This is an optimization exercise on Yosys and OpenROAD, whose aim is small area, not a production implementation.
Only simulation tests tie the RTL to the original design; equivalence was not proved.
Power and IR drop assume default switching activity.

==> flow/design.v <==
module sht1x_crc_table (
    input  wire [7:0] index,
    output reg  [7:0] value
);
    always @(*) begin
      case (index)
      8'h00: value = 8'h00;
      8'h01: value = 8'h31;
      8'h02: value = 8'h62;
      8'h03: value = 8'h53;
      8'h04: value = 8'hC4;
      8'h05: value = 8'hF5;
      8'h06: value = 8'hA6;
      8'h07: value = 8'h97;
      8'h08: value = 8'hB9;
      8'h09: value = 8'h88;
      8'h0A: value = 8'hDB;
      8'h0B: value = 8'hEA;
      8'h0C: value = 8'h7D;
      8'h0D: value = 8'h4C;
      8'h0E: value = 8'h1F;
      8'h0F: value = 8'h2E;
      8'h10: value = 8'h43;
      8'h11: value = 8'h72;
      8'h12: value = 8'h21;
      8'h13: value = 8'h10;
      8'h14: value = 8'h87;
      8'h15: value = 8'hB6;
      8'h16: value = 8'hE5;
      8'h17: value = 8'hD4;
      8'h18: value = 8'hFA;
      8'h19: value = 8'hCB;
      8'h1A: value = 8'h98;
      8'h1B: value = 8'hA9;
      8'h1C: value = 8'h3E;
      8'h1D: value = 8'h0F;
      8'h1E: value = 8'h5C;
      8'h1F: value = 8'h6D;
      8'h20: value = 8'h86;
      8'h21: value = 8'hB7;
      8'h22: value = 8'hE4;
      8'h23: value = 8'hD5;
      8'h24: value = 8'h42;
      8'h25: value = 8'h73;
      8'h26: value = 8'h20;
      8'h27: value = 8'h11;
      8'h28: value = 8'h3F;
      8'h29: value = 8'h0E;
      8'h2A: value = 8'h5D;
      8'h2B: value = 8'h6C;
      8'h2C: value = 8'hFB;
      8'h2D: value = 8'hCA;
      8'h2E: value = 8'h99;
      8'h2F: value = 8'hA8;
      8'h30: value = 8'hC5;
      8'h31: value = 8'hF4;
      8'h32: value = 8'hA7;
      8'h33: value = 8'h96;
      8'h34: value = 8'h01;
      8'h35: value = 8'h30;
      8'h36: value = 8'h63;
      8'h37: value = 8'h52;
      8'h38: value = 8'h7C;
      8'h39: value = 8'h4D;
      8'h3A: value = 8'h1E;
      8'h3B: value = 8'h2F;
      8'h3C: value = 8'hB8;
      8'h3D: value = 8'h89;
      8'h3E: value = 8'hDA;
      8'h3F: value = 8'hEB;
      8'h40: value = 8'h3D;
      8'h41: value = 8'h0C;
      8'h42: value = 8'h5F;
      8'h43: value = 8'h6E;
      8'h44: value = 8'hF9;
      8'h45: value = 8'hC8;
      8'h46: value = 8'h9B;
      8'h47: value = 8'hAA;
      8'h48: value = 8'h84;
      8'h49: value = 8'hB5;
      8'h4A: value = 8'hE6;
      8'h4B: value = 8'hD7;
      8'h4C: value = 8'h40;
      8'h4D: value = 8'h71;
      8'h4E: value = 8'h22;
      8'h4F: value = 8'h13;
      8'h50: value = 8'h7E;
      8'h51: value = 8'h4F;
      8'h52: value = 8'h1C;
      8'h53: value = 8'h2D;
      8'h54: value = 8'hBA;
      8'h55: value = 8'h8B;
      8'h56: value = 8'hD8;
      8'h57: value = 8'hE9;
      8'h58: value = 8'hC7;
      8'h59: value = 8'hF6;
      8'h5A: value = 8'hA5;
      8'h5B: value = 8'h94;
      8'h5C: value = 8'h03;
      8'h5D: value = 8'h32;
      8'h5E: value = 8'h61;
      8'h5F: value = 8'h50;
      8'h60: value = 8'hBB;
      8'h61: value = 8'h8A;
      8'h62: value = 8'hD9;
      8'h63: value = 8'hE8;
      8'h64: value = 8'h7F;
      8'h65: value = 8'h4E;
      8'h66: value = 8'h1D;
      8'h67: value = 8'h2C;
      8'h68: value = 8'h02;
      8'h69: value = 8'h33;
      8'h6A: value = 8'h60;
      8'h6B: value = 8'h51;
      8'h6C: value = 8'hC6;
      8'h6D: value = 8'hF7;
      8'h6E: value = 8'hA4;
      8'h6F: value = 8'h95;
      8'h70: value = 8'hF8;
      8'h71: value = 8'hC9;
      8'h72: value = 8'h9A;
      8'h73: value = 8'hAB;
      8'h74: value = 8'h3C;
      8'h75: value = 8'h0D;
      8'h76: value = 8'h5E;
      8'h77: value = 8'h6F;
      8'h78: value = 8'h41;
      8'h79: value = 8'h70;
      8'h7A: value = 8'h23;
      8'h7B: value = 8'h12;
      8'h7C: value = 8'h85;
      8'h7D: value = 8'hB4;
      8'h7E: value = 8'hE7;
      8'h7F: value = 8'hD6;
      8'h80: value = 8'h7A;
      8'h81: value = 8'h4B;
      8'h82: value = 8'h18;
      8'h83: value = 8'h29;
      8'h84: value = 8'hBE;
      8'h85: value = 8'h8F;
      8'h86: value = 8'hDC;
      8'h87: value = 8'hED;
      8'h88: value = 8'hC3;
      8'h89: value = 8'hF2;
      8'h8A: value = 8'hA1;
      8'h8B: value = 8'h90;
      8'h8C: value = 8'h07;
      8'h8D: value = 8'h36;
      8'h8E: value = 8'h65;
      8'h8F: value = 8'h54;
      8'h90: value = 8'h39;
      8'h91: value = 8'h08;
      8'h92: value = 8'h5B;
      8'h93: value = 8'h6A;
      8'h94: value = 8'hFD;
      8'h95: value = 8'hCC;
      8'h96: value = 8'h9F;
      8'h97: value = 8'hAE;
      8'h98: value = 8'h80;
      8'h99: value = 8'hB1;
      8'h9A: value = 8'hE2;
      8'h9B: value = 8'hD3;
      8'h9C: value = 8'h44;
      8'h9D: value = 8'h75;
      8'h9E: value = 8'h26;
      8'h9F: value = 8'h17;
      8'hA0: value = 8'hFC;
      8'hA1: value = 8'hCD;
      8'hA2: value = 8'h9E;
      8'hA3: value = 8'hAF;
      8'hA4: value = 8'h38;
      8'hA5: value = 8'h09;
      8'hA6: value = 8'h5A;
      8'hA7: value = 8'h6B;
      8'hA8: value = 8'h45;
      8'hA9: value = 8'h74;
      8'hAA: value = 8'h27;
      8'hAB: value = 8'h16;
      8'hAC: value = 8'h81;
      8'hAD: value = 8'hB0;
      8'hAE: value = 8'hE3;
      8'hAF: value = 8'hD2;
      8'hB0: value = 8'hBF;
      8'hB1: value = 8'h8E;
      8'hB2: value = 8'hDD;
      8'hB3: value = 8'hEC;
      8'hB4: value = 8'h7B;
      8'hB5: value = 8'h4A;
      8'hB6: value = 8'h19;
      8'hB7: value = 8'h28;
      8'hB8: value = 8'h06;
      8'hB9: value = 8'h37;
      8'hBA: value = 8'h64;
      8'hBB: value = 8'h55;
      8'hBC: value = 8'hC2;
      8'hBD: value = 8'hF3;
      8'hBE: value = 8'hA0;
      8'hBF: value = 8'h91;
      8'hC0: value = 8'h47;
      8'hC1: value = 8'h76;
      8'hC2: value = 8'h25;
      8'hC3: value = 8'h14;
      8'hC4: value = 8'h83;
      8'hC5: value = 8'hB2;
      8'hC6: value = 8'hE1;
      8'hC7: value = 8'hD0;
      8'hC8: value = 8'hFE;
      8'hC9: value = 8'hCF;
      8'hCA: value = 8'h9C;
      8'hCB: value = 8'hAD;
      8'hCC: value = 8'h3A;
      8'hCD: value = 8'h0B;
      8'hCE: value = 8'h58;
      8'hCF: value = 8'h69;
      8'hD0: value = 8'h04;
      8'hD1: value = 8'h35;
      8'hD2: value = 8'h66;
      8'hD3: value = 8'h57;
      8'hD4: value = 8'hC0;
      8'hD5: value = 8'hF1;
      8'hD6: value = 8'hA2;
      8'hD7: value = 8'h93;
      8'hD8: value = 8'hBD;
      8'hD9: value = 8'h8C;
      8'hDA: value = 8'hDF;
      8'hDB: value = 8'hEE;
      8'hDC: value = 8'h79;
      8'hDD: value = 8'h48;
      8'hDE: value = 8'h1B;
      8'hDF: value = 8'h2A;
      8'hE0: value = 8'hC1;
      8'hE1: value = 8'hF0;
      8'hE2: value = 8'hA3;
      8'hE3: value = 8'h92;
      8'hE4: value = 8'h05;
      8'hE5: value = 8'h34;
      8'hE6: value = 8'h67;
      8'hE7: value = 8'h56;
      8'hE8: value = 8'h78;
      8'hE9: value = 8'h49;
      8'hEA: value = 8'h1A;
      8'hEB: value = 8'h2B;
      8'hEC: value = 8'hBC;
      8'hED: value = 8'h8D;
      8'hEE: value = 8'hDE;
      8'hEF: value = 8'hEF;
      8'hF0: value = 8'h82;
      8'hF1: value = 8'hB3;
      8'hF2: value = 8'hE0;
      8'hF3: value = 8'hD1;
      8'hF4: value = 8'h46;
      8'hF5: value = 8'h77;
      8'hF6: value = 8'h24;
      8'hF7: value = 8'h15;
      8'hF8: value = 8'h3B;
      8'hF9: value = 8'h0A;
      8'hFA: value = 8'h59;
      8'hFB: value = 8'h68;
      8'hFC: value = 8'hFF;
      8'hFD: value = 8'hCE;
      8'hFE: value = 8'h9D;
      8'hFF: value = 8'hAC;
      default: value = 8'h00;
      endcase
    end
endmodule
module sht1x_link (
    input  wire       clk,
    input  wire       rst,
    input  wire       start,
    input  wire [3:0] proc,
    input  wire [7:0] byte_in,
    output wire       done,
    output wire [7:0] rx_now,     
    output wire       ev_valid,
    output reg  [1:0] ev_kind,
    output reg        ev_pin,
    output reg        ev_val,
    output reg  [1:0] ev_sleep,
    input  wire       ev_ready,
    input  wire       data_in
);
    localparam P_TSTART  = 4'd0;
    localparam P_TRESET  = 4'd1;
    localparam P_SENDB   = 4'd2;
    localparam P_GETB    = 4'd3;
    localparam P_SACK    = 4'd4;
    localparam P_SKIPACK = 4'd5;
    localparam P_RD      = 4'd6;    
    localparam P_DIN     = 4'd7;    
    localparam P_POLL    = 4'd8;    
    localparam P_SETTLE  = 4'd9;    
    localparam P_RELEASE = 4'd10;   
    localparam K_DIR = 2'd0, K_WR = 2'd1, K_RD = 2'd2, K_SLEEP = 2'd3;
    localparam PIN_SCK = 1'b0, PIN_DATA = 1'b1;
    localparam SL_SCK = 2'd0, SL_POLL = 2'd1, SL_SETTLE = 2'd2;
    localparam L_IDLE   = 5'd0;
    localparam L_DIRD   = 5'd1;    
    localparam L_DIRS   = 5'd2;    
    localparam L_DH     = 5'd3;    
    localparam L_TS     = 5'd4;    
    localparam L_DL     = 5'd5;    
    localparam L_DB     = 5'd6;    
    localparam L_CKH    = 5'd7;    
    localparam L_SLH    = 5'd8;    
    localparam L_SAMP   = 5'd9;    
    localparam L_CKL    = 5'd10;   
    localparam L_SLL    = 5'd11;   
    localparam L_DIN    = 5'd12;   
    localparam L_RD     = 5'd13;   
    localparam L_POLL   = 5'd14;   
    localparam L_SETTLE = 5'd15;   
    reg [4:0] state;
    reg [3:0] cur_proc;
    reg [7:0] data_byte;
    reg [3:0] cnt;        
    reg       ack_phase;  
    reg [7:0] rx;         
    assign ev_valid = (state != L_IDLE);
    wire fire = ev_valid && ev_ready;
    wire sampling = (cur_proc == P_GETB) || (cur_proc == P_SENDB && ack_phase);
    reg last;
    always @(*) begin
        last = 1'b0;
        case (state)
            L_DIRD:   last = (cur_proc == P_DIN);
            L_DIRS:   last = (cur_proc == P_RELEASE);
            L_TS:     last = (cnt == 4'd9);
            L_SLL: begin
                case (cur_proc)
                    P_TRESET: last = (cnt == 4'd8);
                    P_GETB:   last = (cnt == 4'd7);
                    P_SENDB:  last = ack_phase;
                    default:  last = 1'b1;    
                endcase
            end
            L_RD, L_POLL, L_SETTLE: last = 1'b1;
            default:  last = 1'b0;
        endcase
    end
    assign done = fire && last;
    assign rx_now = (fire && ev_kind == K_RD) ? {rx[6:0], data_in} : rx;
    always @(*) begin
        ev_kind  = K_DIR;
        ev_pin   = PIN_DATA;
        ev_val   = 1'b0;
        ev_sleep = SL_SCK;
        case (state)
            L_DIRD: begin
                ev_kind = K_DIR; ev_pin = PIN_DATA;
                ev_val  = !(cur_proc == P_GETB || cur_proc == P_DIN || cur_proc == P_RELEASE);
            end
            L_DIRS: begin
                ev_kind = K_DIR; ev_pin = PIN_SCK;
                ev_val  = (cur_proc != P_RELEASE);
            end
            L_DH:  begin ev_kind = K_WR; ev_pin = PIN_DATA; ev_val = 1'b1; end
            L_DL:  begin ev_kind = K_WR; ev_pin = PIN_DATA; ev_val = 1'b0; end
            L_DB:  begin ev_kind = K_WR; ev_pin = PIN_DATA; ev_val = data_byte[3'd7 - cnt[2:0]]; end
            L_TS: begin
                case (cnt)
                    4'd0: begin ev_kind = K_WR; ev_pin = PIN_SCK;  ev_val = 1'b1; end
                    4'd1: begin ev_kind = K_SLEEP; end
                    4'd2: begin ev_kind = K_WR; ev_pin = PIN_DATA; ev_val = 1'b0; end
                    4'd3: begin ev_kind = K_WR; ev_pin = PIN_SCK;  ev_val = 1'b0; end
                    4'd4: begin ev_kind = K_SLEEP; end
                    4'd5: begin ev_kind = K_WR; ev_pin = PIN_SCK;  ev_val = 1'b1; end
                    4'd6: begin ev_kind = K_SLEEP; end
                    4'd7: begin ev_kind = K_WR; ev_pin = PIN_DATA; ev_val = 1'b1; end
                    4'd8: begin ev_kind = K_WR; ev_pin = PIN_SCK;  ev_val = 1'b0; end
                    default: begin ev_kind = K_SLEEP; end
                endcase
            end
            L_CKH:    begin ev_kind = K_WR; ev_pin = PIN_SCK; ev_val = 1'b1; end
            L_CKL:    begin ev_kind = K_WR; ev_pin = PIN_SCK; ev_val = 1'b0; end
            L_SLH, L_SLL: begin ev_kind = K_SLEEP; ev_sleep = SL_SCK; end
            L_SAMP, L_RD: begin ev_kind = K_RD; ev_pin = PIN_DATA; end
            L_DIN:    begin ev_kind = K_DIR; ev_pin = PIN_DATA; ev_val = 1'b0; end
            L_POLL:   begin ev_kind = K_SLEEP; ev_sleep = SL_POLL; end
            L_SETTLE: begin ev_kind = K_SLEEP; ev_sleep = SL_SETTLE; end
            default: ;
        endcase
    end
    always @(posedge clk) begin
        if (rst) begin
            state     <= L_IDLE;
            cur_proc  <= 4'd0;
            data_byte <= 8'd0;
            cnt       <= 4'd0;
            ack_phase <= 1'b0;
            rx        <= 8'd0;
        end else if (state == L_IDLE) begin
            if (start) begin
                cur_proc  <= proc;
                data_byte <= byte_in;
                cnt       <= 4'd0;
                ack_phase <= 1'b0;
                case (proc)
                    P_RD:     state <= L_RD;
                    P_POLL:   state <= L_POLL;
                    P_SETTLE: state <= L_SETTLE;
                    default:  state <= L_DIRD;
                endcase
            end
        end else if (fire) begin
            if (ev_kind == K_RD)
                rx <= {rx[6:0], data_in};
            case (state)
                L_DIRD: state <= last ? L_IDLE : L_DIRS;
                L_DIRS: begin
                    case (cur_proc)
                        P_RELEASE: state <= L_IDLE;
                        P_SENDB:   state <= L_DB;
                        P_GETB:    state <= L_CKH;
                        default:   state <= L_DH;     
                    endcase
                end
                L_DH: begin
                    case (cur_proc)
                        P_TSTART: state <= L_TS;
                        P_SACK:   state <= L_DL;
                        default:  state <= L_CKH;     
                    endcase
                end
                L_TS: begin
                    if (last) state <= L_IDLE;
                    else      cnt   <= cnt + 4'd1;
                end
                L_DL:   state <= L_CKH;
                L_DB:   state <= L_CKH;
                L_CKH:  state <= L_SLH;
                L_SLH:  state <= sampling ? L_SAMP : L_CKL;
                L_SAMP: state <= L_CKL;
                L_CKL:  state <= L_SLL;
                L_SLL: begin
                    if (last) begin
                        state <= L_IDLE;
                    end else if (cur_proc == P_SENDB) begin
                        if (cnt == 4'd7) begin
                            state <= L_DIN;
                        end else begin
                            cnt   <= cnt + 4'd1;
                            state <= L_DB;
                        end
                    end else begin
                        cnt   <= cnt + 4'd1;      
                        state <= L_CKH;
                    end
                end
                L_DIN: begin
                    ack_phase <= 1'b1;
                    state     <= L_CKH;
                end
                default: state <= L_IDLE;         
            endcase
        end
    end
endmodule
module sht1x_engine (
    input  wire        clk,
    input  wire        rst,           
    input  wire        req_valid,
    input  wire [15:0] req_word,
    output wire        busy,
    output reg         done,
    output reg  [2:0]  rsp_err,
    output reg  [15:0] rsp_val,
    output wire        ev_valid,
    output wire [1:0]  ev_kind,
    output wire        ev_pin,
    output wire        ev_val,
    output wire [1:0]  ev_sleep,
    input  wire        ev_ready,
    input  wire        data_in
);
    localparam OP_REVB    = 8'h01, OP_CRCLUT = 8'h02, OP_CRCINIT = 8'h03,
               OP_CRCUPD  = 8'h04, OP_CRCOUT = 8'h05;
    localparam OP_TSTART  = 8'h10, OP_TRESET = 8'h11, OP_SENDB   = 8'h12,
               OP_GETB    = 8'h13, OP_SACK   = 8'h14, OP_SKIPACK = 8'h15;
    localparam OP_SRREAD  = 8'h20, OP_SRWRITE = 8'h21, OP_SRRESET = 8'h22,
               OP_INIT    = 8'h23, OP_SETHTR  = 8'h24, OP_SETOTP  = 8'h25,
               OP_SETRES  = 8'h26, OP_RELEASE = 8'h27, OP_RDREG   = 8'h28;
    localparam OP_SENDCMD = 8'h30, OP_SENDCMDM = 8'h31, OP_AWAIT  = 8'h32,
               OP_RDMEAS  = 8'h33, OP_SOFTRST  = 8'h34, OP_MEAST  = 8'h35,
               OP_MEASRH  = 8'h36;
    localparam W_TEMP = 8'h03, W_HUMI = 8'h05, W_RDSR = 8'h07,
               W_WRSR = 8'h06, W_SRST = 8'h1E, W_NOP  = 8'h00;
    localparam E_NONE = 3'd0, E_ACK = 3'd1, E_FRAME = 3'd2, E_TIMEOUT = 3'd3,
               E_CRC  = 3'd4, E_UNKNOWN = 3'd5, E_NOSESSION = 3'd6,
               E_ILLEGAL = 3'd7;
    localparam F_IDLE = 4'd0, F_CMDSENT = 4'd1, F_ACKOK = 4'd2, F_ACKFAIL = 4'd3,
               F_MEASPEND = 4'd4, F_DATAREADY = 4'd5, F_TIMEOUT = 4'd6,
               F_DATAREAD = 4'd7, F_CRCOK = 4'd8, F_CRCFAIL = 4'd9;
    localparam P_TSTART = 4'd0, P_TRESET = 4'd1, P_SENDB = 4'd2, P_GETB = 4'd3,
               P_SACK = 4'd4, P_SKIPACK = 4'd5, P_RD = 4'd6, P_DIN = 4'd7,
               P_POLL = 4'd8, P_SETTLE = 4'd9, P_RELEASE = 4'd10;
    localparam N_POLL = 6'd35;
    localparam S_IDLE     = 5'd0;
    localparam S_LINKOP   = 5'd1;    
    localparam S_SC_TS    = 5'd2;    
    localparam S_SC_SB    = 5'd3;    
    localparam S_SC_FR    = 5'd4;    
    localparam S_AW_DIR   = 5'd5;    
    localparam S_AW_SLP   = 5'd6;    
    localparam S_AW_RD    = 5'd7;    
    localparam S_RM_HI    = 5'd8;    
    localparam S_RM_SACK  = 5'd9;    
    localparam S_RM_LO    = 5'd10;   
    localparam S_SR_GET   = 5'd11;   
    localparam S_END_SKIP = 5'd12;   
    localparam S_VC_SACK  = 5'd13;   
    localparam S_VC_GET   = 5'd14;   
    localparam S_VC_SKIP  = 5'd15;   
    localparam S_VC_C0    = 5'd16;   
    localparam S_VC_C1    = 5'd17;   
    localparam S_VC_C2    = 5'd18;   
    localparam S_VC_CMP   = 5'd19;   
    localparam S_SETTLE   = 5'd20;   
    localparam S_TRESET   = 5'd21;   
    localparam S_WMASK    = 5'd22;   
    localparam S_INITREL  = 5'd23;   
    localparam S_RELEASE  = 5'd24;   
    reg [7:0]  sr;         
    reg [7:0]  acc;        
    reg [7:0]  cmd;        
    reg [15:0] dat;        
    reg [7:0]  crx;        
    reg [3:0]  cfg;        
    reg        own;        
    reg        stale;      
    reg [2:0]  err;        
    reg [7:0]  einfo;      
    reg [3:0]  fsm;        
    reg [3:0]  pins;       
    reg [4:0]  state;
    reg [7:0]  opc;
    reg [7:0]  imm;
    reg [7:0]  cmd_byte;   
    reg        recov;      
    reg        wide;       
    reg [7:0]  fail_op;    
    reg [5:0]  polls;      
    reg        lk_start;
    reg [3:0]  lk_proc;
    reg [7:0]  lk_byte;
    wire       lk_done;
    wire [7:0] lk_rx;      
    sht1x_link u_link (
        .clk      (clk),
        .rst      (rst),
        .start    (lk_start),
        .proc     (lk_proc),
        .byte_in  (lk_byte),
        .done     (lk_done),
        .rx_now   (lk_rx),
        .ev_valid (ev_valid),
        .ev_kind  (ev_kind),
        .ev_pin   (ev_pin),
        .ev_val   (ev_val),
        .ev_sleep (ev_sleep),
        .ev_ready (ev_ready),
        .data_in  (data_in)
    );
    assign busy = (state != S_IDLE);
    function [7:0] rev8(input [7:0] b);
        rev8 = {b[0], b[1], b[2], b[3], b[4], b[5], b[6], b[7]};
    endfunction
    wire [7:0] seed    = rev8(sr) & 8'hF0;
    wire [7:0] cfgmask = {5'b0, cfg[2:0]};
    wire       sample  = lk_rx[0];            
    wire [7:0] req_opc = req_word[15:8];
    wire [7:0] req_imm = req_word[7:0];
    reg  [7:0] tbl_index;
    wire [7:0] tbl_value;
    sht1x_crc_table u_table (.index(tbl_index), .value(tbl_value));
    always @(*) begin
        case (state)
            S_VC_C0: tbl_index = seed ^ cmd;
            S_VC_C1: tbl_index = acc ^ dat[15:8];
            S_VC_C2: tbl_index = acc ^ dat[7:0];
            default: begin
                case (req_opc)
                    OP_CRCINIT: tbl_index = seed ^ req_imm;
                    OP_CRCUPD:  tbl_index = acc ^ req_imm;
                    default:    tbl_index = req_imm;           
                endcase
            end
        endcase
    end
    reg legal, needs_own;
    always @(*) begin
        legal     = 1'b0;
        needs_own = 1'b1;
        case (req_opc)
            OP_REVB, OP_CRCLUT, OP_CRCINIT, OP_CRCUPD:
                begin legal = 1'b1;                 needs_own = 1'b0; end
            OP_CRCOUT:
                begin legal = (req_imm == 8'h00);   needs_own = 1'b0; end
            OP_TSTART, OP_TRESET, OP_GETB, OP_SACK, OP_SKIPACK:
                legal = (req_imm == 8'h00);
            OP_SENDB, OP_SRWRITE, OP_SENDCMD, OP_SENDCMDM:
                legal = 1'b1;
            OP_SRREAD, OP_SRRESET, OP_RELEASE:
                legal = (req_imm == 8'h00);
            OP_INIT:
                begin legal = (req_imm[7:4] == 4'h0); needs_own = 1'b0; end
            OP_SETHTR, OP_SETOTP, OP_SETRES:
                legal = (req_imm[7:1] == 7'h00);
            OP_RDREG:
                begin legal = (req_imm <= 8'd8);    needs_own = 1'b0; end
            OP_AWAIT, OP_RDMEAS, OP_SOFTRST, OP_MEAST, OP_MEASRH:
                legal = (req_imm == 8'h00);
            default:
                legal = 1'b0;
        endcase
    end
    wire known_wire = (req_imm == W_TEMP) || (req_imm == W_HUMI) ||
                      (req_imm == W_RDSR) || (req_imm == W_WRSR) ||
                      (req_imm == W_SRST) || (req_imm == W_NOP);
    reg [15:0] reg_view;
    always @(*) begin
        case (req_imm[3:0])
            4'd0:    reg_view = {8'h00, sr};
            4'd1:    reg_view = {8'h00, acc};
            4'd2:    reg_view = {8'h00, cmd};
            4'd3:    reg_view = dat;
            4'd4:    reg_view = {8'h00, crx};
            4'd5:    reg_view = {12'h000, cfg};
            4'd6:    reg_view = {einfo, 1'b0, err, 2'b00, stale, own};
            4'd7:    reg_view = {12'h000, fsm};
            default: reg_view = {12'h000, pins};
        endcase
    end
    task complete(input [15:0] v);
        begin
            err     <= E_NONE;
            einfo   <= 8'h00;
            rsp_err <= E_NONE;
            rsp_val <= v;
            done    <= 1'b1;
            state   <= S_IDLE;
        end
    endtask
    task fail(input [2:0] code, input [7:0] info);
        begin
            if (code <= E_CRC)
                fsm <= F_IDLE;
            err     <= code;
            einfo   <= info;
            rsp_err <= code;
            rsp_val <= {8'h00, info};
            done    <= 1'b1;
            state   <= S_IDLE;
        end
    endtask
    task link(input [3:0] p, input [7:0] b, input [4:0] next);
        begin
            lk_start <= 1'b1;
            lk_proc  <= p;
            lk_byte  <= b;
            state    <= next;
        end
    endtask
    task after_command;
        begin
            fsm <= F_ACKOK;
            if (recov) begin
                link(P_SETTLE, 8'h00, S_SETTLE);
            end else begin
                case (opc)
                    OP_SENDCMD:  complete(16'h0000);
                    OP_SENDCMDM, OP_MEAST, OP_MEASRH:
                                 link(P_RD, 8'h00, S_SC_FR);
                    OP_SRREAD:   link(P_GETB, 8'h00, S_SR_GET);
                    OP_SRWRITE:  link(P_SENDB, imm, S_WMASK);
                    OP_SRRESET:  link(P_SENDB, 8'h00, S_WMASK);
                    OP_SOFTRST:  link(P_SETTLE, 8'h00, S_SETTLE);
                    default:     link(P_SENDB, cfgmask, S_WMASK);    
                endcase
            end
        end
    endtask
    task command(input [7:0] b);
        begin
            cmd_byte <= b;
            link(P_TSTART, 8'h00, S_SC_TS);
        end
    endtask
    always @(posedge clk) begin
        if (rst) begin
            sr       <= 8'h00;
            acc      <= 8'h00;
            cmd      <= 8'h00;
            dat      <= 16'h0000;
            crx      <= 8'h00;
            cfg      <= 4'h0;
            own      <= 1'b0;
            stale    <= 1'b0;
            err      <= E_NONE;
            einfo    <= 8'h00;
            fsm      <= F_IDLE;
            pins     <= 4'h0;
            state    <= S_IDLE;
            opc      <= 8'h00;
            imm      <= 8'h00;
            cmd_byte <= 8'h00;
            recov    <= 1'b0;
            wide     <= 1'b0;
            fail_op  <= 8'h00;
            polls    <= 6'd0;
            lk_start <= 1'b0;
            lk_proc  <= 4'd0;
            lk_byte  <= 8'h00;
            done     <= 1'b0;
            rsp_err  <= E_NONE;
            rsp_val  <= 16'h0000;
        end else begin
            done     <= 1'b0;
            lk_start <= 1'b0;
            if (ev_valid && ev_ready) begin
                if (ev_kind == 2'd0) begin
                    if (ev_pin) pins[3] <= ev_val; else pins[1] <= ev_val;
                end else if (ev_kind == 2'd1) begin
                    if (ev_pin) pins[2] <= ev_val; else pins[0] <= ev_val;
                end
            end
            case (state)
            S_IDLE: begin
                if (req_valid) begin
                    opc   <= req_opc;
                    imm   <= req_imm;
                    recov <= 1'b0;
                    if (!legal) begin
                        fail(E_ILLEGAL, req_opc);
                    end else if (needs_own && !own) begin
                        fail(E_NOSESSION, req_opc);
                    end else if ((req_opc == OP_SENDCMD || req_opc == OP_SENDCMDM) && !known_wire) begin
                        fail(E_UNKNOWN, req_imm);
                    end else begin
                        case (req_opc)
                            OP_REVB:    complete({8'h00, rev8(req_imm)});
                            OP_CRCLUT:  complete({8'h00, tbl_value});
                            OP_CRCINIT, OP_CRCUPD: begin
                                acc <= tbl_value;
                                complete({8'h00, tbl_value});
                            end
                            OP_CRCOUT:  complete({8'h00, rev8(acc)});
                            OP_RDREG: begin
                                rsp_err <= E_NONE;
                                rsp_val <= reg_view;
                                done    <= 1'b1;
                            end
                            OP_TSTART:  link(P_TSTART,  8'h00, S_LINKOP);
                            OP_TRESET:  link(P_TRESET,  8'h00, S_LINKOP);
                            OP_SENDB:   link(P_SENDB,   req_imm, S_LINKOP);
                            OP_GETB:    link(P_GETB,    8'h00, S_LINKOP);
                            OP_SACK:    link(P_SACK,    8'h00, S_LINKOP);
                            OP_SKIPACK: link(P_SKIPACK, 8'h00, S_LINKOP);
                            OP_SRREAD:  command(W_RDSR);
                            OP_SRWRITE, OP_SRRESET: command(W_WRSR);
                            OP_INIT: begin
                                cfg <= req_imm[3:0];
                                own <= 1'b1;
                                link(P_TRESET, 8'h00, S_TRESET);
                            end
                            OP_SETHTR: begin
                                cfg[2] <= req_imm[0];
                                link(P_TRESET, 8'h00, S_TRESET);
                            end
                            OP_SETOTP: begin
                                cfg[1] <= req_imm[0];
                                link(P_TRESET, 8'h00, S_TRESET);
                            end
                            OP_SETRES: begin
                                cfg[0] <= req_imm[0];
                                link(P_TRESET, 8'h00, S_TRESET);
                            end
                            OP_RELEASE: link(P_RELEASE, 8'h00, S_RELEASE);
                            OP_SENDCMD, OP_SENDCMDM: command(req_imm);
                            OP_AWAIT:   link(P_DIN, 8'h00, S_AW_DIR);
                            OP_RDMEAS:  link(P_GETB, 8'h00, S_RM_HI);
                            OP_SOFTRST: command(W_SRST);
                            OP_MEAST:   command(W_TEMP);
                            default:    command(W_HUMI);           
                        endcase
                    end
                end
            end
            S_LINKOP: if (lk_done) begin
                case (opc)
                    OP_SENDB: complete({15'h0000, !sample});
                    OP_GETB:  complete({8'h00, lk_rx});
                    default:  complete(16'h0000);
                endcase
            end
            S_SC_TS: if (lk_done) begin
                cmd <= cmd_byte;
                link(P_SENDB, cmd_byte, S_SC_SB);
            end
            S_SC_SB: if (lk_done) begin
                fsm <= F_CMDSENT;
                if (sample) begin
                    fsm <= F_ACKFAIL;
                    if (opc == OP_INIT && !recov) begin
                        link(P_RELEASE, 8'h00, S_INITREL);
                    end else begin
                        fail(E_ACK, cmd_byte);
                    end
                end else begin
                    after_command;
                end
            end
            S_SC_FR: if (lk_done) begin
                if (sample) begin
                    fail(E_FRAME, cmd);
                end else begin
                    fsm <= F_MEASPEND;
                    if (opc == OP_SENDCMDM)
                        complete(16'h0000);
                    else
                        link(P_DIN, 8'h00, S_AW_DIR);
                end
            end
            S_AW_DIR: if (lk_done) begin
                polls <= 6'd0;
                link(P_POLL, 8'h00, S_AW_SLP);
            end
            S_AW_SLP: if (lk_done) begin
                polls <= polls + 6'd1;
                link(P_RD, 8'h00, S_AW_RD);
            end
            S_AW_RD: if (lk_done) begin
                if (!sample) begin
                    fsm <= F_DATAREADY;
                    if (opc == OP_AWAIT)
                        complete({10'h000, polls});
                    else
                        link(P_GETB, 8'h00, S_RM_HI);
                end else if (polls == N_POLL) begin
                    fsm <= F_TIMEOUT;
                    fail(E_TIMEOUT, cmd);
                end else begin
                    link(P_POLL, 8'h00, S_AW_SLP);
                end
            end
            S_RM_HI: if (lk_done) begin
                dat[15:8] <= lk_rx;
                link(P_SACK, 8'h00, S_RM_SACK);
            end
            S_RM_SACK: if (lk_done) begin
                link(P_GETB, 8'h00, S_RM_LO);
            end
            S_RM_LO: if (lk_done) begin
                dat[7:0] <= lk_rx;
                fsm  <= F_DATAREAD;
                wide <= 1'b1;
                if (cfg[3]) link(P_SACK, 8'h00, S_VC_SACK);
                else        link(P_SKIPACK, 8'h00, S_END_SKIP);
            end
            S_SR_GET: if (lk_done) begin
                dat  <= {8'h00, lk_rx};
                fsm  <= F_DATAREAD;
                wide <= 1'b0;
                if (cfg[3]) link(P_SACK, 8'h00, S_VC_SACK);
                else        link(P_SKIPACK, 8'h00, S_END_SKIP);
            end
            S_END_SKIP: if (lk_done) begin
                if (opc == OP_SRREAD)
                    sr <= dat[7:0];
                fsm <= F_IDLE;
                complete(dat);
            end
            S_VC_SACK: if (lk_done) begin
                link(P_GETB, 8'h00, S_VC_GET);
            end
            S_VC_GET: if (lk_done) begin
                crx <= lk_rx;
                link(P_SKIPACK, 8'h00, S_VC_SKIP);
            end
            S_VC_SKIP: if (lk_done) begin
                state <= S_VC_C0;
            end
            S_VC_C0: begin
                acc   <= tbl_value;
                state <= wide ? S_VC_C1 : S_VC_C2;
            end
            S_VC_C1: begin
                acc   <= tbl_value;
                state <= S_VC_C2;
            end
            S_VC_C2: begin
                acc   <= tbl_value;
                state <= S_VC_CMP;
            end
            S_VC_CMP: begin
                if (rev8(acc) == crx) begin
                    fsm <= F_CRCOK;
                    if (opc == OP_SRREAD)
                        sr <= dat[7:0];
                    fsm <= F_IDLE;
                    complete(dat);
                end else begin
                    fsm     <= F_CRCFAIL;
                    fail_op <= cmd;
                    stale   <= 1'b1;
                    recov   <= 1'b1;
                    command(W_SRST);
                end
            end
            S_SETTLE: if (lk_done) begin
                sr  <= 8'h00;
                fsm <= F_IDLE;
                if (recov) fail(E_CRC, fail_op);
                else       complete(16'h0000);
            end
            S_TRESET: if (lk_done) begin
                command(W_WRSR);
            end
            S_WMASK: if (lk_done) begin
                if (!sample) begin
                    case (opc)
                        OP_SRWRITE: sr <= imm;
                        OP_SRRESET: sr <= 8'h00;
                        default:    sr <= cfgmask;
                    endcase
                    stale <= 1'b0;
                    fsm   <= F_IDLE;
                    complete(16'h0000);
                end else begin
                    fsm <= F_ACKFAIL;
                    if (opc == OP_INIT)
                        link(P_RELEASE, 8'h00, S_INITREL);
                    else
                        fail(E_ACK, W_WRSR);
                end
            end
            S_INITREL: if (lk_done) begin
                sr    <= 8'h00;
                acc   <= 8'h00;
                cmd   <= 8'h00;
                dat   <= 16'h0000;
                crx   <= 8'h00;
                cfg   <= 4'h0;
                own   <= 1'b0;
                stale <= 1'b0;
                fsm   <= F_IDLE;
                fail(E_ACK, W_WRSR);
            end
            S_RELEASE: if (lk_done) begin
                own   <= 1'b0;
                stale <= 1'b0;
                fsm   <= F_IDLE;
                complete(16'h0000);
            end
            default: state <= S_IDLE;
            endcase
        end
    end
endmodule
==> flow/run.sh <==
#!/bin/bash
# synth_recipe.tcl (not shown) runs the flow's synth.tcl, then flattens the netlist and writes it again
# the make line also repeats each setting of config.mk as NAME=value (left out here)
make -C /OpenROAD-flow-scripts/flow DESIGN_CONFIG=/design/flow/config.mk WORK_HOME=/design/flow/orfs CLKGATE_MAP_FILE= SYNTH_SCRIPT=/design/flow/synth_recipe.tcl finish
==> flow/config.mk <==
export PLATFORM = sky130hd
export DESIGN_NAME = sht1x_engine
export DESIGN_NICKNAME = sht1x_engine
export VERILOG_FILES = /design/flow/design.v
export SDC_FILE = /design/flow/constraint.sdc
export NUM_CORES = 4
export LEC_CHECK = 0
export CAP_MARGIN = 20
export CORE_MARGIN = 2
export CORE_UTILIZATION = 40
export PLACE_DENSITY = 0.6
export SLEW_MARGIN = 20
==> flow/constraint.sdc <==
create_clock -name core_clock -period 10.0 [get_ports {clk}]
set_input_delay 2.0000 -clock core_clock [delete_from_list [all_inputs] [get_ports {clk}]]
set_output_delay 2.0000 -clock core_clock [all_outputs]
set_load 0.01 [all_outputs]
==> flow_summary.yaml <==
worst_setup_path:
  cp-start-kind: "input port"
  ff2ff_path_depth: 10
  worstReg2RegStart: "u_link.state[3]"
  cp-end-kind: "flop"
  cp.arrival_ps: 6750
  cp_max_fo: 27
  r2r-end: "rsp_val[1]"
  required_ps: 10380
  r2r_setup_slack_ps: 5200
  critical_path_class: "input port to flop"
pwr:
  p_per_area_nw_per_um2: 227
  seq_power_share_pct: 31.9
  clock_power_share_pct: 23.5
  p_comb_share_pct: 44.6
  p_int_uw: 1680
  swShare_pct: 44.4
  power.leakage_uw: 0.00458
  irDropWorstVdd_uv: 162
  netSwitchingPower_uw: 1340
  fin_total_pwr_uw: 3020
yosys:
  syn_inst: 1617
  synth_common_cells: "nor2_1, dfxtp_1, nand2_1"
  async_reset_ff_share_pct: 0
  synth_top_family_by_area: "simple AND/OR/NAND/NOR gates"
  yosysWarningCount: 3
  syn_area_um2: 12000
  synth_top_area_share_pct: 30.4
  synthAdderAreaFrac_pct: 0.831
  synth_largest_area_cell: "dfxtp_1"
  synth_most_common_cell: "nor2_1"
  syn-num-nets: 1646
  synth_simple_gate_area_share_pct: 26.7
  synth_edf_count: 0
  ys_types: 89
  synth_xor_area_share_pct: 3.90
  synth-compound-area-share_pct: 26.6
  synthTopCellsByArea: "dfxtp_1, nor2_1, a21oi_1"
  yosysSeqAreaShare_pct: 30.4
  synth_flop_cell: "dfxtp_1"
  synthMuxAreaShare_pct: 6.34
  syn_area_per_cell_um2: 7.45
  synth_seq_cells: 183
die:
  initial_utilization_pct: 40.6
  fp-row-count: 63
  die_width_um: 177
  ios: 49
  die_height_um: 177
  core_um2: 29600
  die_area_um2: 31500
min_path:
  holdPathEnd: "u_link.data_byte[1]"
  min-delay-start: "u_link.data_byte[1]"
  worstHoldPathType: "flop to flop"
  hold_depth: 2
route:
  postRouteAntennaNets: 0
  firstDrtPassIters: 8
  vias_per_cell: 6.51
  drt_iter0_markers: 1918
  drc: 0
  drt_wl_total_um: 49400
  num_vias: 12900
  detail_route.wl_per_cell_um: 24.9
placed_design:
  placed_cells: 1950
  place_ws_ps: 3250
  portBuffers: 48
  place_hpwl_um: 36000
  place.gp.congestion: 1.02
cells_and_area:
  multi_input_area_um2: 7770
  reg_top3: "dat: 16 flops, rsp_val: 16 flops"
  area_delta_synth_final_pct: 10.4
  fillCellCount: 3035
  layout-drive-gt1-share_pct: 6.28
  num_antenna_cells: 0
  fin_cells: 1982
  seqCellArea_um2: 3660
  num-nets-final: 1608
sta:
  post-route-period-util_pct: 63.7
  maxSlewViolCount: 0
  tightest_slew_ps: 1200
  min_period_ps: 6370
  max_freq_mhz: 157
  timing.final.ws_setup_ps: 3630
  maxSlewHeadroom_pct: 19.4
  hold_viol_final: 0
  finClkSkew_ps: 13.0
  setup_violations: 0
  rsz0062_at_grt: "no"
  timing.setup.tns_ps: 0
clocking:
  clk_pin_slew_ps: 70
  cts.sinks: 183
  htree_levels: 4
  cts_root_buf: "clkbuf_16"
  insertion_delay_ps: 470
  cts_buffer_depth: 2
  cts_resized: 0
  cts_setup_buffers: 0
  cts_buffers: 17
  cts_tree: "done"
  cts.hold.buffers_added: 0
grt:
  grt_pass1_vias: 11800
  grt_usage_pct: 31.2
  grt_first_pass_wirelength_um: 74000
  grt_max_degree: 127
  grt_overflow: 0
  antenna_found_initial: 1
outcome:
  status: "complete, no violations"
run:
  maxCapViolCount: 0
==> critical path: stages <==
cell             delay, ps
clkdlybuf4s50_1       1170
or3b_2                 550
nor3_2                 470
or2_2                  290
or3_2                  170
o211ai_2               330
o21a_4                 380
or4_1                  900
or2_0                  360
a21oi_1                130
==> how the worst max path moves through the flow <==
stage / startpoint / endpoint / slack [ps] / cells past startpoint
after floorplan: req_word[4] / lk_byte[0] / 5020 / 12
after global placement: req_word[12] / lk_byte[7] / 3280 / 10
after detailed placement: req_word[11] / lk_byte[5] / 3250 / 10
after CTS: req_word[11] / lk_byte[5] / 3720 / 10
after global routing: req_word[11] / lk_byte[7] / 3440 / 10
final: req_word[11] / lk_byte[5] / 3630 / 10
==> metrics by stage <==
stage | utilization, % | area (um^2) | hold slack (ps)
after detailed placement | 42.8 | 12700 | 445
final | 44.8 | 13300 | 455
after global routing | 44.8 | 13300 | 483
after global placement | 42.8 | 12700 | 442
after CTS | 44.8 | 13300 | 456
after floorplan | - | 12000 | 432
==> cells by family (layout without fill, tap and decap cells) <==
kind of cell | count (synthesis) | in the layout
adder cells (fa/ha/maj) | 8 | 8
multiplexers | 68 | 68
buffers and inverters | 157 | 132
AND/OR/NAND/NOR | 672 | 672
AO/OA/AOI/OAI | 477 | 477
flip-flops | 183 | 183
XOR/XNOR | 52 | 52
==> cells in the final DEF (no fill, tap or decap), types with 10 or more instances in the layout <==
master | synthesis | layout
o21ai_0 | 77 | 77
a22o_1 | 10 | 10
nand2_1 | 173 | 173
nor4_1 | 12 | 11
nor2_1 | 226 | 225
xor2_1 | 19 | 19
mux2i_1 | 56 | 56
a222oi_1 | 16 | 16
a221oi_1 | 14 | 14
a211oi_1 | 29 | 29
a22oi_1 | 51 | 51
nand2b_1 | 16 | 16
dfxtp_1 | 183 | 183
clkdlybuf4s50_1 | 0 | 47
or3_1 | 15 | 15
nand3_1 | 45 | 45
buf_4 | 1 | 27
clkbuf_16 | 0 | 17
xnor2_1 | 32 | 32
inv_1 | 23 | 23
nor3b_1 | 13 | 13
a31oi_1 | 16 | 16
nor3_1 | 64 | 64
nor2b_1 | 23 | 23
a21oi_1 | 137 | 137
and3_1 | 11 | 11
==> routing by layer <==
metal	part of all wire [%]	GRT usage [%]	wire, um
met5	0	0	0
met1	41	42.0	20400
met2	45	48.9	22000
met3	9.1	5.36	4520
met4	5.0	13.9	2460
==> cell type report <==
type | instances | area share, %
Multi-Input combinational cell | 1277 | 58.5
Sequential cell | 183 | 27.6
Timing Repair Buffer | 75 | 5.15
Tap cell | 390 | 3.67
Clock buffer | 19 | 3.33
Clock inverter | 13 | 1.11
Inverter | 25 | 0.706
==> power groups by stage <==
stage                     Combinational, uW  Clock (uW)  Sequential, uW
final                                  1340         709             963
after global routing                   1440         745             972
after CTS                              1310         714             958
after detailed placement               1300           0             975
after global placement                 1300           0             975
after floorplan                         913           0             906

[static timing again, ports no longer ideal]
How much do the figures lean on ideal ports? The routed layout below was timed once more, with nothing changed but the port constraints. Step 1, drivers: a clkbuf_16 drives clk and a buf_2 each remaining input, both assumed. Step 2 moves the port delays by t, midway between the first and last clock arrival at a register: inputs arrive t later, outputs are due t later. That takes back most of the time a late clock gives input paths. Three values: ideal ports, drivers, drivers and shift; two values: the first two.
t (ns): 0.519
setup WS [ns]: 3.632 / 3.664 / 3.145
hold WS [ns]: 0.455 / 0.455 / 0.455
slew at the worst register clock pin (ns): 0.08 / 0.08
After both steps setup and hold are still met in this run. The setup slack of this run moves by +0.032 ns with the drivers and by -0.487 ns with both steps.
